This design comes from an exercise in tuning for a short achievable clock period on the open sky130 flow, not from production work. No functional check of the RTL was part of any run shown here. Power is estimated from default activity; no workload was simulated.

[flow/design.v]
module bcd_decode (
    input  wire [15:0] p,
    output wire        ok,
    output wire [6:0]  m,
    output wire [6:0]  s
);
    assign ok = (p[15:12] <= 4'd9) && (p[11:8] <= 4'd9) &&
                (p[7:4]   <= 4'd9) && (p[3:0]  <= 4'd9);
    assign m  = {3'd0, p[15:12]} * 7'd10 + {3'd0, p[11:8]};
    assign s  = {3'd0, p[7:4]}   * 7'd10 + {3'd0, p[3:0]};
endmodule
module bcd_time_increment (
    input  wire [15:0] p,
    output wire [15:0] q,
    output wire        sec_wrap,
    output wire        hour_ovf
);
    wire [3:0] so = p[3:0];
    wire [3:0] st = p[7:4];
    wire [3:0] mo = p[11:8];
    wire [3:0] mt = p[15:12];
    wire c0 = 1'b1;
    wire c1 = c0 & (so == 4'd9);
    wire c2 = c1 & (st == 4'd5);
    wire c3 = c2 & (mo == 4'd9);
    wire [3:0] so_n = !c0 ? so : (so == 4'd9) ? 4'd0 : so + 4'd1;
    wire [3:0] st_n = !c1 ? st : (st == 4'd5) ? 4'd0 : st + 4'd1;
    wire [3:0] mo_n = !c2 ? mo : (mo == 4'd9) ? 4'd0 : mo + 4'd1;
    wire [3:0] mt_n = !c3 ? mt : (mt == 4'd5) ? 4'd0 : mt + 4'd1;
    assign q        = {mt_n, mo_n, st_n, so_n};
    assign sec_wrap = c2;
    assign hour_ovf = (q == 16'h0000);
endmodule
module debounce_edge_detector (
    input  wire       clk,
    input  wire       rst,
    input  wire       edge_mode,      
    input  wire       active,         
    input  wire       btn_raw,
    input  wire [9:0] sw_raw,
    input  wire       tmr_timeout,
    input  wire       host_ack_btn,
    input  wire       host_ack_tick,
    input  wire       ack_tick,       
    output reg        btn_lvl,
    output reg  [9:0] sw_lvl,
    output reg        btn_cap,
    output reg        tick_pending,
    output reg  [2:0] ev_kind,
    output wire [5:0] ev_val
);
    localparam EV_NOOP = 3'd0, EV_SET_SEC = 3'd1, EV_SET_MIN = 3'd2,
               EV_SET_HRS = 3'd3, EV_BUMP = 3'd4, EV_EXIT = 3'd5;
    wire trans = (btn_lvl != btn_raw);
    reg ack_btn;
    always @(*) begin
        ev_kind = EV_NOOP;
        ack_btn = 1'b0;
        if (active) begin
            if (edge_mode) begin
                if (btn_cap) begin
                    ack_btn = 1'b1;
                    if (btn_lvl) ev_kind = EV_BUMP;
                end
            end else begin
                if (sw_lvl[7])               ev_kind = EV_EXIT;
                else if (sw_lvl[9:8] == 2'd1) ev_kind = EV_SET_SEC;
                else if (sw_lvl[9:8] == 2'd2) ev_kind = EV_SET_MIN;
                else if (sw_lvl[9:8] == 2'd3) ev_kind = EV_SET_HRS;
                else if (btn_lvl)            ev_kind = EV_BUMP;
            end
        end
    end
    assign ev_val = sw_lvl[5:0];
    always @(posedge clk) begin
        if (rst) begin
            btn_lvl      <= 1'b0;
            sw_lvl       <= 10'd0;
            btn_cap      <= 1'b0;
            tick_pending <= 1'b0;
        end else begin
            btn_lvl      <= btn_raw;
            sw_lvl       <= sw_raw;
            btn_cap      <= trans | (btn_cap & ~(ack_btn | host_ack_btn));
            tick_pending <= tmr_timeout | (tick_pending & ~(ack_tick | host_ack_tick));
        end
    end
endmodule
module clock_state_mux #(
    parameter [15:0] SEED_PACKED = 16'h0000,
    parameter [6:0]  SEED_HOURS  = 7'd0,
    parameter [4:0]  N_TICKS     = 5'd10,
    parameter [5:0]  BUMP_AMOUNT = 6'd2
) (
    input  wire        clk,
    input  wire        rst,
    input  wire        irq_mode,       
    input  wire        active,
    input  wire [2:0]  ev_kind,
    input  wire [5:0]  ev_val,
    input  wire        tick_pending,
    input  wire        btn_cap,
    output reg  [15:0] packed_time,
    output reg  [6:0]  hours,
    output reg  [3:0]  sub_tick_count,
    output reg         halted,
    output wire        ack_tick,
    output wire        refresh
);
    localparam EV_NOOP = 3'd0, EV_SET_SEC = 3'd1, EV_SET_MIN = 3'd2,
               EV_SET_HRS = 3'd3, EV_BUMP = 3'd4, EV_EXIT = 3'd5;
    wire       cur_ok;
    wire [6:0] cur_m, cur_s;
    bcd_decode u_dec_cur (.p(packed_time), .ok(cur_ok), .m(cur_m), .s(cur_s));
    wire [5:0]  set_v    = ev_val % 6'd60;
    wire [5:0]  set_tens = set_v / 6'd10;
    wire [5:0]  set_ones = set_v % 6'd10;
    wire [7:0]  set_bcd  = {set_tens[3:0], set_ones[3:0]};
    wire [11:0] bump_tot   = cur_m * 12'd60 + {5'd0, cur_s} + {6'd0, BUMP_AMOUNT};
    wire [11:0] bump_rem   = bump_tot % 12'd3600;
    wire [11:0] bump_min   = bump_rem / 12'd60;
    wire [11:0] bump_sec   = bump_rem % 12'd60;
    wire [11:0] bump_mt    = bump_min / 12'd10;
    wire [11:0] bump_mo    = bump_min % 12'd10;
    wire [11:0] bump_st    = bump_sec / 12'd10;
    wire [11:0] bump_so    = bump_sec % 12'd10;
    wire [15:0] bump_pt    = {bump_mt[3:0], bump_mo[3:0], bump_st[3:0], bump_so[3:0]};
    wire [11:0] bump_carry = bump_tot / 12'd3600;
    wire [7:0]  bump_hsum  = {1'b0, hours} + bump_carry[7:0];
    wire [7:0]  bump_hr    = bump_hsum % 8'd100;
    reg [15:0] pt1;
    reg [6:0]  hr1;
    reg        hl1;
    always @(*) begin
        pt1 = packed_time;
        hr1 = hours;
        hl1 = halted;
        case (ev_kind)
            EV_SET_SEC: pt1 = {packed_time[15:8], set_bcd};
            EV_SET_MIN: pt1 = {set_bcd, packed_time[7:0]};
            EV_SET_HRS: hr1 = {1'b0, ev_val} % 7'd100;
            EV_BUMP: if (cur_ok) begin
                pt1 = bump_pt;
                hr1 = bump_hr[6:0];
            end
            EV_EXIT:    hl1 = 1'b1;
            default: ;
        endcase
    end
    wire serve_tick = active && tick_pending && !hl1 && (!irq_mode || !btn_cap);
    wire [15:0] inc_q;
    wire        inc_sec_wrap, inc_hour_ovf;
    bcd_time_increment u_inc (.p(pt1), .q(inc_q), .sec_wrap(inc_sec_wrap),
                              .hour_ovf(inc_hour_ovf));
    wire [4:0] sub_next = {1'b0, sub_tick_count} + 5'd1;
    wire       advance  = serve_tick && (sub_next >= N_TICKS[4:0]);
    wire [7:0] hr_inc   = ({1'b0, hr1} + 8'd1) % 8'd100;
    assign ack_tick = serve_tick;
    assign refresh  = advance;
    always @(posedge clk) begin
        if (rst) begin
            packed_time    <= SEED_PACKED;
            hours          <= SEED_HOURS;
            sub_tick_count <= 4'd0;
            halted         <= 1'b0;
        end else begin
            halted <= hl1;
            if (advance) begin
                packed_time    <= inc_q;
                hours          <= inc_hour_ovf ? hr_inc[6:0] : hr1;
                sub_tick_count <= 4'd0;
            end else begin
                packed_time    <= pt1;
                hours          <= hr1;
                if (serve_tick) sub_tick_count <= sub_next[3:0];
            end
        end
    end
endmodule
module clock_core (
    input  wire        clk,
    input  wire        rst,
    input  wire        cfg_irq,        
    input  wire        cfg_edge,       
    input  wire        btn_raw,
    input  wire [9:0]  sw_raw,
    input  wire        tmr_timeout,
    input  wire        dispatch_en,
    input  wire        host_ack_btn,
    input  wire        host_ack_tick,
    output wire [15:0] packed_time,
    output wire [6:0]  hours,
    output wire [3:0]  sub_tick_count,
    output wire        halted,
    output wire        tick_pending,
    output wire        btn_cap,
    output wire        btn_lvl,
    output wire [9:0]  sw_lvl,
    output wire [6:0]  dec_min,
    output wire [6:0]  dec_sec,
    output wire        bcd_err,
    output wire        refresh,
    output wire        irq
);
    reg [15:0] pt;
    reg [6:0]  hr;
    reg [3:0]  sub;
    reg        hlt, tp, bc, bl;
    reg [9:0]  sw;
    reg [6:0]  dm, ds;
    reg        be;
    reg        adv_rdy;    
    reg        adv_irq;    
    reg        adv_lvl;    
    reg        irq_rdy;    
    assign packed_time    = pt;
    assign hours          = hr;
    assign sub_tick_count = sub;
    assign halted         = hlt;
    assign tick_pending   = tp;
    assign btn_cap        = bc;
    assign btn_lvl        = bl;
    assign sw_lvl         = sw;
    assign dec_min        = dm;
    assign dec_sec        = ds;
    assign bcd_err        = be;
    function [15:0] inc1(input [15:0] p);
        reg [3:0] so, st, mo, mt;
        reg c1, c2, c3;
        begin
            so = p[3:0]; st = p[7:4]; mo = p[11:8]; mt = p[15:12];
            c1 = (so == 4'd9);
            c2 = c1 & (st == 4'd5);
            c3 = c2 & (mo == 4'd9);
            inc1 = {(!c3 ? mt : (mt == 4'd5) ? 4'd0 : mt + 4'd1),
                    (!c2 ? mo : (mo == 4'd9) ? 4'd0 : mo + 4'd1),
                    (!c1 ? st : (st == 4'd5) ? 4'd0 : st + 4'd1),
                    ((so == 4'd9) ? 4'd0 : so + 4'd1)};
        end
    endfunction
    function [16:0] add2(input [15:0] p);
        reg [3:0] so, st, mo, mt;
        reg c1, c2, c3, c4;
        begin
            so = p[3:0]; st = p[7:4]; mo = p[11:8]; mt = p[15:12];
            c1 = (so >= 4'd8);
            c2 = c1 & (st == 4'd5);
            c3 = c2 & (mo == 4'd9);
            c4 = c3 & (mt == 4'd5);
            add2 = {c4,
                    (!c3 ? mt : (mt == 4'd5) ? 4'd0 : mt + 4'd1),
                    (!c2 ? mo : (mo == 4'd9) ? 4'd0 : mo + 4'd1),
                    (!c1 ? st : (st == 4'd5) ? 4'd0 : st + 4'd1),
                    (c1 ? so - 4'd8 : so + 4'd2)};
        end
    endfunction
    function [6:0] hinc(input [6:0] h);
        reg [7:0] t;
        begin
            t = ({1'b0, h} + 8'd1) % 8'd100;
            hinc = t[6:0];
        end
    endfunction
    function [7:0] set_bcd(input [5:0] v);
        reg [5:0] m, t, o;
        begin
            m = v % 6'd60;
            t = m / 6'd10;
            o = m % 6'd10;
            set_bcd = {t[3:0], o[3:0]};
        end
    endfunction
    function [26:0] tick(input [15:0] p, input [6:0] h, input [3:0] s, input serve);
        reg [15:0] q;
        begin
            q = inc1(p);
            if (serve && s >= 4'd9)
                tick = {q, ((q == 16'h0000) ? hinc(h) : h), 4'd0};
            else if (serve)
                tick = {p, h, s + 4'd1};
            else
                tick = {p, h, s};
        end
    endfunction
    wire [16:0] b2     = add2(pt);
    wire        do_bmp = bc & bl;
    wire [15:0] pe1    = do_bmp ? b2[15:0] : pt;
    wire [6:0]  he1    = (do_bmp && b2[16]) ? hinc(hr) : hr;
    wire [5:0]  v     = sw[5:0];
    wire [1:0]  sel   = sw[9:8];
    wire        lexit = sw[7];
    reg  [15:0] pl1;
    reg  [6:0]  hl1;
    always @(*) begin
        pl1 = pt;
        hl1 = hr;
        if (!lexit) begin
            case (sel)
                2'd1: pl1 = {pt[15:8], set_bcd(v)};
                2'd2: pl1 = {set_bcd(v), pt[7:0]};
                2'd3: hl1 = {1'b0, v};
                default: if (bl) begin
                    pl1 = b2[15:0];
                    hl1 = b2[16] ? hinc(hr) : hr;
                end
            endcase
        end
    end
    wire [26:0] cur_t = {pt, hr, sub};
    wire [26:0] edg_t = hlt ? cur_t : tick(pe1, he1, sub, tp);
    wire [26:0] irq_t = hlt ? cur_t : tick(pe1, he1, sub, tp & ~bc);
    wire [26:0] lvl_t = hlt ? cur_t : tick(pl1, hl1, sub, tp & ~lexit);
    wire m_irq, m_edge, m_lvl;
    clock_core_mode u_mode (
        .dispatch_en(dispatch_en), .cfg_irq(cfg_irq), .cfg_edge(cfg_edge),
        .m_irq(m_irq), .m_edge(m_edge), .m_lvl(m_lvl)
    );
    wire [26:0] nxt_t = m_irq  ? irq_t :
                        m_edge ? edg_t :
                        m_lvl  ? lvl_t : cur_t;
    wire serve   = ~hlt & tp & ((m_irq & ~bc) | m_edge | (m_lvl & ~lexit));
    wire ack_btn = ~hlt & bc & (m_irq | m_edge);
    wire hlt_n   = hlt | (m_lvl & lexit);
    wire tp_n    = tmr_timeout | (tp & ~(serve | host_ack_tick));
    wire bc_n    = (bl ^ btn_raw) | (bc & ~(ack_btn | host_ack_btn));
    wire [15:0] pt_n  = nxt_t[26:11];
    wire [6:0]  hr_n  = nxt_t[10:4];
    wire [3:0]  sub_n = nxt_t[3:0];
    always @(posedge clk) begin
        if (rst) begin
            pt      <= 16'h0000;
            hr      <= 7'd0;
            sub     <= 4'd0;
            hlt     <= 1'b0;
            tp      <= 1'b0;
            bc      <= 1'b0;
            bl      <= 1'b0;
            sw      <= 10'd0;
            dm      <= 7'd0;
            ds      <= 7'd0;
            be      <= 1'b0;
            adv_rdy <= 1'b0;
            adv_irq <= 1'b0;
            adv_lvl <= 1'b0;
            irq_rdy <= 1'b0;
        end else begin
            pt      <= pt_n;
            hr      <= hr_n;
            sub     <= sub_n;
            hlt     <= hlt_n;
            tp      <= tp_n;
            bc      <= bc_n;
            bl      <= btn_raw;
            sw      <= sw_raw;
            dm      <= {3'd0, pt_n[15:12]} * 7'd10 + {3'd0, pt_n[11:8]};
            ds      <= {3'd0, pt_n[7:4]}   * 7'd10 + {3'd0, pt_n[3:0]};
            be      <= (pt_n[15:12] > 4'd9) | (pt_n[11:8] > 4'd9) |
                       (pt_n[7:4]   > 4'd9) | (pt_n[3:0]  > 4'd9);
            adv_rdy <= ~hlt_n & tp_n & (sub_n >= 4'd9);
            adv_irq <= ~hlt_n & tp_n & (sub_n >= 4'd9) & ~bc_n;
            adv_lvl <= ~hlt_n & tp_n & (sub_n >= 4'd9) & ~sw_raw[7];
            irq_rdy <= ~hlt_n & (bc_n | tp_n);
        end
    end
    clock_core_outs u_outs (
        .dispatch_en(dispatch_en), .cfg_irq(cfg_irq), .cfg_edge(cfg_edge),
        .adv_rdy(adv_rdy), .adv_irq(adv_irq), .adv_lvl(adv_lvl), .irq_rdy(irq_rdy),
        .refresh(refresh), .irq(irq)
    );
endmodule
module clock_core_outs (
    input  wire dispatch_en,
    input  wire cfg_irq,
    input  wire cfg_edge,
    input  wire adv_rdy,
    input  wire adv_irq,
    input  wire adv_lvl,
    input  wire irq_rdy,
    output wire refresh,
    output wire irq
);
    wire n_irq, n_edge, n_lvl, not_irq;
    clock_core_inv    u_not_irq (.a(cfg_irq), .y(not_irq));
    clock_core_nand3  u_t_irq  (.a(dispatch_en), .b(cfg_irq), .c(adv_irq), .y(n_irq));
    clock_core_nand4  u_t_edge (.a(not_irq), .b(dispatch_en), .c(cfg_edge), .d(adv_rdy), .y(n_edge));
    clock_core_nand3  u_t_lvl  (.a(not_irq), .b(dispatch_en), .c(adv_lvl), .y(n_lvl));
    clock_core_nand3  u_sum    (.a(n_irq), .b(n_edge), .c(n_lvl), .y(refresh));
    assign irq = cfg_irq & irq_rdy;
endmodule
module clock_core_nand3 (input wire a, input wire b, input wire c, output wire y);
    assign y = ~(a & b & c);
endmodule
module clock_core_inv (input wire a, output wire y);
    assign y = ~a;
endmodule
module clock_core_nand4 (input wire a, input wire b, input wire c, input wire d, output wire y);
    assign y = ~(a & b & c & d);
endmodule
module clock_core_mode (
    input  wire dispatch_en,
    input  wire cfg_irq,
    input  wire cfg_edge,
    output wire m_irq,
    output wire m_edge,
    output wire m_lvl
);
    clock_core_mode_irq u_irq (.dispatch_en(dispatch_en), .cfg_irq(cfg_irq), .m_irq(m_irq));
    assign m_edge = dispatch_en & ~m_irq & cfg_edge;
    assign m_lvl  = dispatch_en & ~m_irq & ~cfg_edge;
endmodule
module clock_core_mode_irq (
    input  wire dispatch_en,
    input  wire cfg_irq,
    output wire m_irq
);
    assign m_irq = dispatch_en & cfg_irq;
endmodule
[flow/flow/run.sh]
#!/bin/bash
set -euo pipefail
bash standard.sh SETUP_SLACK_MARGIN=8.5 finish > standard.log 2>&1
[flow/standard.sh]
#!/bin/bash
# synth_recipe.tcl (not shown) runs the flow's synth.tcl, then flattens the netlist and writes it again
# the make line also repeats each setting of config.mk as NAME=value (left out here)
make -C /OpenROAD-flow-scripts/flow DESIGN_CONFIG=/design/flow/config.mk WORK_HOME=/design/flow/orfs CLKGATE_MAP_FILE= SYNTH_SCRIPT=/design/flow/synth_recipe.tcl "${@:-finish}"
[flow/config.mk]
export PLATFORM = sky130hd
export DESIGN_NAME = clock_core
export DESIGN_NICKNAME = clock_core
export VERILOG_FILES = /design/flow/design.v
export SDC_FILE = /design/flow/constraint.sdc
export NUM_CORES = 4
export LEC_CHECK = 0
export CAP_MARGIN = 20
export CORE_MARGIN = 2
export CORE_UTILIZATION = 40
export SLEW_MARGIN = 20
export SYNTH_HIERARCHICAL = 1
export SYNTH_MINIMUM_KEEP_SIZE = 0
[flow/constraint.sdc]
create_clock -name core_clock -period 14.0 [get_ports {clk}]
set_input_delay 2.8000 -clock core_clock [delete_from_list [all_inputs] [get_ports {clk}]]
set_output_delay 2.8000 -clock core_clock [all_outputs]
set_load 0.01 [all_outputs]
==> impl_metrics.env, run 1 <==
export IMPL_run_status="no timing/DRC/antenna violations"
export IMPL_largest_net_degree_at_the_start_of_global_routing=58
export IMPL_pwr_share_comb_pct=43.5
export IMPL_min_period_ns=6.033
export IMPL_layout_cells_most_common="sky130_fd_sc_hd__nand2_1"
export IMPL_dpl_hpwl_um=23790
export IMPL_antenna_cells=0
export IMPL_detail_route_first_pass_iterations=7
export IMPL_drive_above_1_share_pct=15.76
export IMPL_vias=10262
export IMPL_layout_filler_cells=2120
export IMPL_power_leakage_nw=3.878
export IMPL_syn_num_nets=1292
export IMPL_vias_per_cell=6.511
export IMPL_synth_seq_cells=58
export IMPL_fp_dieArea_um2=22980
export IMPL_p_sw_mw=0.3170
export IMPL_synth_edf_count=0
export IMPL_synthesized_area_fraction_occupied_by_adder_cells_pct=6.189
export IMPL_cts_made_buffers=9
export IMPL_whs_ns=0.5968
export IMPL_syn_inst=1232
export IMPL_yosys_most_used_dff="sky130_fd_sc_hd__dfxtp_1"
export IMPL_synth_compound_area_share_pct=34.36
export IMPL_async_reset_ff_share_pct=0
export IMPL_synthXorXnorAreaFrac_pct=4.078
export IMPL_path_class="in -> out"
export IMPL_global_route_usage_total_pct=28.37
export IMPL_yosys_warnings=7
export IMPL_final_max_slew_violation_count=0
export IMPL_clock_latency_ns=0.36
export IMPL_ant_nets=0
export IMPL_clock_sinks=58
export IMPL_slew_limit_headroom_pct=38.02
export IMPL_ctsLongestPathBuffers=2
export IMPL_dieHeight_um=151.6
export IMPL_drt_drc_violations_left=0
export IMPL_place_port_buffers=76
export IMPL_crit_path_start_kind="primary input"
export IMPL_rsz0062_at_grt="yes"
export IMPL_clock_skew_final_ns=0.01305
export IMPL_holdBufCountCts=0
export IMPL_synthDistinctLibCells=112
export IMPL_mostFrequentLayoutCells="106 x sky130_fd_sc_hd__nand2_1, 102 x sky130_fd_sc_hd__nor2_1, 79 x sky130_fd_sc_hd__o21ai_0"
export IMPL_synthMuxAreaShare_pct=3.647
export IMPL_effective_utilization_at_floorplan_pct=41.06
export IMPL_clock_fmax_mhz=165.8
export IMPL_part_of_the_total_power_dissipated_in_the_clock_network_pct=30.1
export IMPL_core_area_um2=21220
export IMPL_final_hold_violation_count=0
export IMPL_cts_max_level=3
export IMPL_area_growth_syn_to_layout_pct=22.43
export IMPL_mapped_cell_area_um2=8713
export IMPL_critical_path_endpoint_type="primary output"
export IMPL_chipWidth_um=151.6
export IMPL_wl_per_cell_um=21.43
export IMPL_period_utilization_pct=43.09
export IMPL_max_cap_violations=0
export IMPL_drtIter0Drc=1109
export IMPL_via_count_of_the_first_global_routing_pass=9101
export IMPL_grt_antenna_before_repair=0
export IMPL_top_level_ports=77
export IMPL_clkTransAtPathRegs_ns=0.06
export IMPL_postSynthAreaPerCell_um2=7.073
export IMPL_finish_net_count=1356
export IMPL_worst_slew_pin_slew_ns=0.9063
export IMPL_ctsRootBufferMaster="sky130_fd_sc_hd__clkbuf_16"
export IMPL_std_cell_rows=53
export IMPL_finalWirelength_um=33770
export IMPL_cts_tree="done"
export IMPL_min_delay_path_class="reg -> reg"
export IMPL_crit_fanout=7
export IMPL_main_combinational_cell_family_by_area_after_synthesis="compound AO/OA/AOI/OAI gates"
export IMPL_synth_seq_area_share_pct=13.33
export IMPL_yosys_area_share_simple_pct=31.55
export IMPL_power_density_nw_per_um2=73.99
export IMPL_sequential_cell_fraction_of_total_power_pct=26.4
export IMPL_internal_power_mw=0.4723
export IMPL_critical_path_required_ns=11.20
export IMPL_globalplace_congestion=0.9153
export IMPL_setup_total_negative_slack_ns=0
export IMPL_power_switching_share_pct=40.16
export IMPL_grt_first_pass_wirelength_um=50730
export IMPL_setup_violations=0
export IMPL_globalRouteOverflowTotal=0
export IMPL_max_vdd_ir_drop_mv=0.06112
export IMPL_cp_arrival_ns=3.23
critical path, cell delays in order:
cell                      delay, ns
sky130_fd_sc_hd__buf_4         0.14
sky130_fd_sc_hd__nand3_1       0.08
sky130_fd_sc_hd__nand3_2       0.08
sky130_fd_sc_hd__buf_6         0.12
repair_timing:
action,4_1_cts,5_1_grt
cloned,2,1
gates resized for setup,63,56
endpoints found under the setup margin,28,15
hold endpoints to repair,0,0
buffers inserted,9,34
pin swaps,10,28
power groups by stage:
stage                     Combinational (mW)  Clock (mW)  Sequential (mW)
final                                  0.344       0.237            0.208
after global routing                   0.370       0.247            0.210
after CTS                              0.310       0.240            0.208
after global placement                 0.295           0            0.212
after detailed placement               0.296           0            0.211
after floorplan                        0.205           0            0.203
Yosys stat by module (local to each module, per instance):
module / area (um2) / flip-flops and latches / cells inside / times used
clock_core: 8655 / 58 / 1223 / 1
clock_core_mode: 21.27 / 0 / 2 / 1
clock_core_mode_irq: 6.256 / 0 / 1 / 1
clock_core_nand4: 6.256 / 0 / 1 / 1
clock_core_outs: 6.256 / 0 / 1 / 1
clock_core_nand3: 5.005 / 0 / 1 / 3
clock_core_inv: 3.754 / 0 / 1 / 1
Yosys cell counts, types with 11 or more instances:
cell type	number	area [um2]
sky130_fd_sc_hd__a21oi_1	82	410.4
sky130_fd_sc_hd__nor3_1	34	170.2
sky130_fd_sc_hd__a211oi_1	13	97.59
sky130_fd_sc_hd__inv_1	50	187.7
sky130_fd_sc_hd__clkbuf_1	53	198.9
sky130_fd_sc_hd__nor2_1	108	405.4
sky130_fd_sc_hd__o211ai_1	24	180.2
sky130_fd_sc_hd__a221oi_1	11	96.34
sky130_fd_sc_hd__a31oi_1	15	93.84
sky130_fd_sc_hd__or3_1	16	100.1
sky130_fd_sc_hd__xnor2_1	24	210.2
sky130_fd_sc_hd__nor2b_1	44	275.3
sky130_fd_sc_hd__nand2_1	108	405.4
sky130_fd_sc_hd__a21o_1	21	157.7
sky130_fd_sc_hd__ha_1	39	488.0
sky130_fd_sc_hd__nand4_1	15	93.84
sky130_fd_sc_hd__buf_2	21	105.1
sky130_fd_sc_hd__nor4_1	14	87.58
sky130_fd_sc_hd__o21ai_1	11	55.05
sky130_fd_sc_hd__nand2b_1	17	106.4
sky130_fd_sc_hd__nor3b_1	11	82.58
sky130_fd_sc_hd__xor2_1	14	122.6
sky130_fd_sc_hd__and2_1	18	112.6
sky130_fd_sc_hd__o21ai_0	84	420.4
sky130_fd_sc_hd__nand3_1	36	180.2
sky130_fd_sc_hd__o31ai_1	15	112.6
sky130_fd_sc_hd__mux2i_1	22	220.2
sky130_fd_sc_hd__dfxtp_1	58	1161
routing by layer:
| layer | vias to the layer above | track usage (%) | share of wire [%] |
|---|---|---|---|
| met5 | - | 0 | 0 |
| met2 | 551 | 45.20 | 45 |
| li1 | 4785 | - | - |
| met4 | 0 | 13.89 | 4.6 |
| met3 | 112 | 5.120 | 8.8 |
| met1 | 4814 | 36.93 | 42 |
final timing paths:
check,startpoint,slack (ns),end,cells past startpoint
worst max register to register,sw[3],8.51,ds[6],24
worst max-delay path,dispatch_en,7.97,refresh,4
worst min register to register,sub[3],0.60,sub[3],2
worst min-delay path,sub[3],0.60,sub[3],2
cell families after synthesis:
kind of cell	Yosys count
and+or+nand+nor	500
AOI/OAI and AO/OA	425
buffers and inverters	138
DFF	58
adders and majority gates	42
xor gates and xnor gates	39
muxes	30
metrics by stage:
step | instances | setup slack, ns | instance area (um2) | total power, mW | utilization, %
4_1_cts | 1541 | 7.975 | 10170 | 0.7576 | 47.91
5_1_grt | 1576 | 7.942 | 10670 | 0.8275 | 50.27
6_report | 1576 | 7.967 | 10670 | 0.7893 | 50.27
3_5_place_dp | 1514 | 6.593 | 9595 | 0.5066 | 45.22
2_1_floorplan | 1232 | 8.201 | 8806 | 0.4073 | -
3_3_place_gp | 1514 | 6.729 | 9595 | 0.5071 | 45.22
area by class of cell:
type | instances | area [um2] | share of cell area (%)
Multi-Input combinational cell | 1038 | 7345 | 68.85
Timing Repair Buffer | 137 | 1286 | 12.06
Sequential cell | 58 | 1179 | 11.05
Tap cell | 275 | 344.1 | 3.225
Clock buffer | 10 | 239.0 | 2.240
Inverter | 52 | 210.2 | 1.970
Clock inverter | 6 | 65.06 | 0.6099
registers in the layout (all words and copies together), names as in the netlist, 4 cells and up:
register,count
pt,16
hr,7
sw,10
ds,6
sub,4
dm,6
==> inputs of run 2 (changes only) <==
--- a/flow/design.v
+++ b/flow/design.v
@@ -406,12 +406,14 @@
 );
-    clock_core_mode_irq u_irq (.dispatch_en(dispatch_en), .cfg_irq(cfg_irq), .m_irq(m_irq));
-    assign m_edge = dispatch_en & ~m_irq & cfg_edge;
-    assign m_lvl  = dispatch_en & ~m_irq & ~cfg_edge;
+    wire n_irq_en, m_noirq;
+    clock_core_nand2 u_irq  (.a(dispatch_en), .b(cfg_irq), .y(n_irq_en));
+    clock_core_and2  u_noir (.a(dispatch_en), .b(n_irq_en), .y(m_noirq));
+    assign m_irq  = ~n_irq_en;
+    assign m_edge = m_noirq & cfg_edge;
+    assign m_lvl  = m_noirq & ~cfg_edge;
 endmodule
-module clock_core_mode_irq (
-    input  wire dispatch_en,
-    input  wire cfg_irq,
-    output wire m_irq
-);
-    assign m_irq = dispatch_en & cfg_irq;
+module clock_core_nand2 (input wire a, input wire b, output wire y);
+    assign y = ~(a & b);
+endmodule
+module clock_core_and2 (input wire a, input wire b, output wire y);
+    assign y = a & b;
 endmodule
==> run 2 against run 1 <==
Count of clock-buffer cells in the layout unchanged. Sequential cell count unchanged. Global-route usage fell by 0.70 points. Clock power shrank 8%. Total power down 2.2%. Highest routed layer unchanged.
==> impl_metrics.env, run 2 <==
export IMPL_finalCoreUtilization_pct=48.84
export IMPL_grt_antenna_before_repair=0
export IMPL_timing_hold_worst_endpoint="sub[3]"
export IMPL_clock_latency_ns=0.34
export IMPL_area_growth_syn_to_layout_pct=19.34
export IMPL_cts_made_buffers=9
export IMPL_finalWorstSetupSlack_ns=7.983
export IMPL_slew_limit_headroom_pct=42.86
export IMPL_synthesized_area_fraction_occupied_by_adder_cells_pct=6.235
export IMPL_place_port_buffers=76
export IMPL_finish_net_count=1372
export IMPL_std_cell_rows=53
export IMPL_detail_route_first_pass_iterations=6
export IMPL_syn_num_nets=1322
export IMPL_cts_tree="done"
export IMPL_antenna_cells=0
export IMPL_largest_net_degree_at_the_start_of_global_routing=57
export IMPL_global_route_usage_total_pct=27.67
export IMPL_crit_fanout=4
export IMPL_drtIter0Drc=959
export IMPL_setup_violations=0
export IMPL_cts_max_level=3
export IMPL_synth_seq_area_share_pct=13.46
export IMPL_power_density_nw_per_um2=74.98
export IMPL_mostFrequentLayoutCells="130 x sky130_fd_sc_hd__nor2_1, 120 x sky130_fd_sc_hd__nand2_1, 85 x sky130_fd_sc_hd__o21ai_0"
export IMPL_post_synth_top_area_fraction_pct=13.46
export IMPL_mapped_cell_area_um2=8630
export IMPL_min_period_ns=6.017
export IMPL_max_vdd_ir_drop_mv=0.04919
export IMPL_reg2reg_launch_point="sw[5]"
export IMPL_run_status="no timing/DRC/antenna violations"
export IMPL_period_utilization_pct=42.98
export IMPL_max_cap_violations=0
export IMPL_critical_path_endpoint_type="primary output"
export IMPL_synthMuxAreaShare_pct=3.538
export IMPL_cp_arrival_ns=3.22
export IMPL_yosys_warnings=7
export IMPL_clock_sinks=58
export IMPL_largest_registers="pt: 16 flops, sw: 10 flops, hr: 7 flops"
export IMPL_post_synth_main_area_contributors="sky130_fd_sc_hd__dfxtp_1 13%, sky130_fd_sc_hd__nor2_1 6.0%, sky130_fd_sc_hd__ha_1 5.7%"
export IMPL_ant_nets=0
export IMPL_path_class="in -> out"
export IMPL_power_leakage_nw=3.713
export IMPL_critical_path_slowest_cell="sky130_fd_sc_hd__buf_12"
export IMPL_rsz0062_at_grt="yes"
export IMPL_yosys_area_share_simple_pct=32.42
export IMPL_fp_dieArea_um2=22760
export IMPL_via_count_of_the_first_global_routing_pass=9069
export IMPL_drt_drc_violations_left=0
export IMPL_synth_seq_cells=58
export IMPL_wl_per_cell_um=20.01
export IMPL_cell_by_cell_listing_of_the_critical_path="buf_12 > clkinv_8 > nand4_1 > nand3_2 > buf_6"
export IMPL_synth_compound_area_share_pct=32.59
export IMPL_dpl_instance_area_um2=9524
export IMPL_slowest_stage_delay_on_critical_path_ns=0.11
export IMPL_top_register="pt"
export IMPL_vias=10093
export IMPL_min_delay_path_class="reg -> reg"
export IMPL_clkTransAtPathRegs_ns=0.06
export IMPL_worst_slew_pin_slew_ns=0.8492
export IMPL_clock_fmax_mhz=166.2
export IMPL_final_hold_violation_count=0
export IMPL_layout_filler_cells=2110
export IMPL_globalRouteOverflowTotal=0
export IMPL_postSynthAreaPerCell_um2=6.838
export IMPL_top_level_ports=77
export IMPL_timing_hold_worst_start="sub[3]"
export IMPL_vias_per_cell=6.340
export IMPL_final_max_slew_violation_count=0
export IMPL_min_delay_path_depth=2
export IMPL_drive_above_1_share_pct=13.21
export IMPL_setup_total_negative_slack_ns=0
export IMPL_stdcell_area_um2=10300
export IMPL_ctsLongestPathBuffers=2
export IMPL_dpl_worst_slack_ns=7.020
export IMPL_worst_r2r_cell_count=23
export IMPL_crit_path_start_kind="primary input"
export IMPL_holdBufCountCts=0
export IMPL_regToRegSetupSlack_ns=8.38
export IMPL_syn_inst=1262
export IMPL_core_area_um2=21090
export IMPL_critical_path_required_ns=11.20
export IMPL_synthDistinctLibCells=101
export IMPL_dpl_hpwl_um=22850
export IMPL_crit_reg2reg_capture="dm[6]"
export IMPL_globalplace_congestion=0.9419
export IMPL_dieHeight_um=150.9
export IMPL_post_synth_top_area_cell="sky130_fd_sc_hd__dfxtp_1"
export IMPL_finalWirelength_um=31850
export IMPL_synthXorXnorAreaFrac_pct=4.828
export IMPL_grt_first_pass_wirelength_um=50090
export IMPL_main_combinational_cell_family_by_area_after_synthesis="compound AO/OA/AOI/OAI gates"
export IMPL_yosys_most_used_dff="sky130_fd_sc_hd__dfxtp_1"
export IMPL_layout_cells_most_common="sky130_fd_sc_hd__nor2_1"
export IMPL_effective_utilization_at_floorplan_pct=40.92
export IMPL_synthTopCellsByCount="137 x sky130_fd_sc_hd__nor2_1, 124 x sky130_fd_sc_hd__nand2_1, 90 x sky130_fd_sc_hd__o21ai_0"
export IMPL_synth_edf_count=0
export IMPL_chipWidth_um=150.9
export IMPL_clock_skew_final_ns=0.007132
export IMPL_largest_register_ff_count=16
export IMPL_synthMostInstantiatedCell="sky130_fd_sc_hd__nor2_1"
export IMPL_async_reset_ff_share_pct=0
export IMPL_ctsRootBufferMaster="sky130_fd_sc_hd__clkbuf_16"
[run 2: Yosys stat by module (local to each module, per instance)]
module            copies in the design  area [um2]
clock_core                           1        8568
clock_core_nand4                     1       6.256
clock_core_mode                      1       20.02
clock_core_inv                       1       3.754
clock_core_outs                      1       6.256
clock_core_and2                      1       6.256
clock_core_nand2                     1       3.754
clock_core_nand3                     3       5.005
[run 2: cells by family after synthesis]
kind of cell | count (synthesis)
compound gates | 408
buf+inv | 137
fa+ha+maj | 42
xor+xnor | 46
flops | 58
mux | 29
simple gates | 542
[run 2: routing by layer]
layer	wire length [um]	up-vias	track usage, %
met5	0	-	0
met4	989	0	9.252
met3	2060	68	3.705
met2	14650	445	44.27
met1	14150	4779	38.32
li1	-	4801	-
[run 2: area by class of cell]
cell class                 count  area, um2  area share [%]
inverter                      49      205.2           1.992
sequential                    58       1182           11.48
clock inverter                 6      42.54          0.4131
clock buffer                  10      239.0           2.320
timing repair buffer         127       1166           11.32
tap                          275      344.1           3.341
multi-input combinational   1067       7119           69.13
[run 2: where the power goes]
group / internal, mW / switching [mW]
Combinational: 0.145 / 0.193
Clock: 0.125 / 0.0945
Sequential: 0.182 / 0.0329
Total: 0.452 / 0.320
[run 2: through the flow]
step | cells | power, mW | hold slack (ns)
finish | 1592 | 0.7722 | 0.6618
global route | 1592 | 0.8160 | 0.7078
CTS | 1572 | 0.7652 | 0.6668
detailed placement | 1544 | 0.5382 | 0.6565
global placement | 1544 | 0.5375 | 0.6540
floorplan | 1262 | 0.4323 | 0.6317
[run 2: timing repair]
item / CTS / global route
gates resized for setup: 62 / 29
setup buffers: 12 / 20
cloned: 0 / 0
setup endpoints to repair: 16 / 16
pin swaps: 6 / 10
hold endpoints to repair: 0 / 0
[run 2: worst max-delay path by stage]
stage / from / end / slack, ns / depth (start not counted)
6_report: cfg_irq / refresh / 7.98 / 5
2_1_floorplan: cfg_irq / refresh / 8.20 / 3
3_3_place_gp: cfg_irq / refresh / 7.02 / 4
4_1_cts: cfg_irq / refresh / 7.97 / 5
3_5_place_dp: cfg_irq / refresh / 7.02 / 4
5_1_grt: cfg_irq / refresh / 7.94 / 5
[run 2: worst max-delay path, delay by kind of cell]
family | cells | cell delay, ns
simple gates | 2 | 0.17
buf+inv | 3 | 0.24

==> what the ideal ports hide <==
In the flow no input, the clock included, has a driving cell. The finished layouts below were timed again as built, in two steps.
Step 1 sets driving cells, clkbuf_16 on the clock port and buf_2 on the other inputs (assumed; they add their load-dependent delay and slew).
Step 2 adds t to the input delays and takes it off the output delays; t is the mean of the earliest and latest rising clock arrival at the registers after step 1. Input paths then give back, and output paths get back, about the clock's delay inside the block.
Three values: ideal, step 1, step 2; two values: the first two.
run	shift t [ns]	slack for setup (ns)	worst hold slack (ns)	slew at the worst register clock pin (ns)
run 1	0.400	7.967 / 7.922 / 7.812	0.597 / 0.597 / 0.597	0.07 / 0.07
run 2	0.380	7.983 / 7.930 / 7.912	0.662 / 0.662 / 0.662	0.06 / 0.06
After both steps setup and hold are still met in every run listed. The setup slack of run 1, which loses most, moves by -0.045 ns with the drivers and by -0.155 ns with both steps.
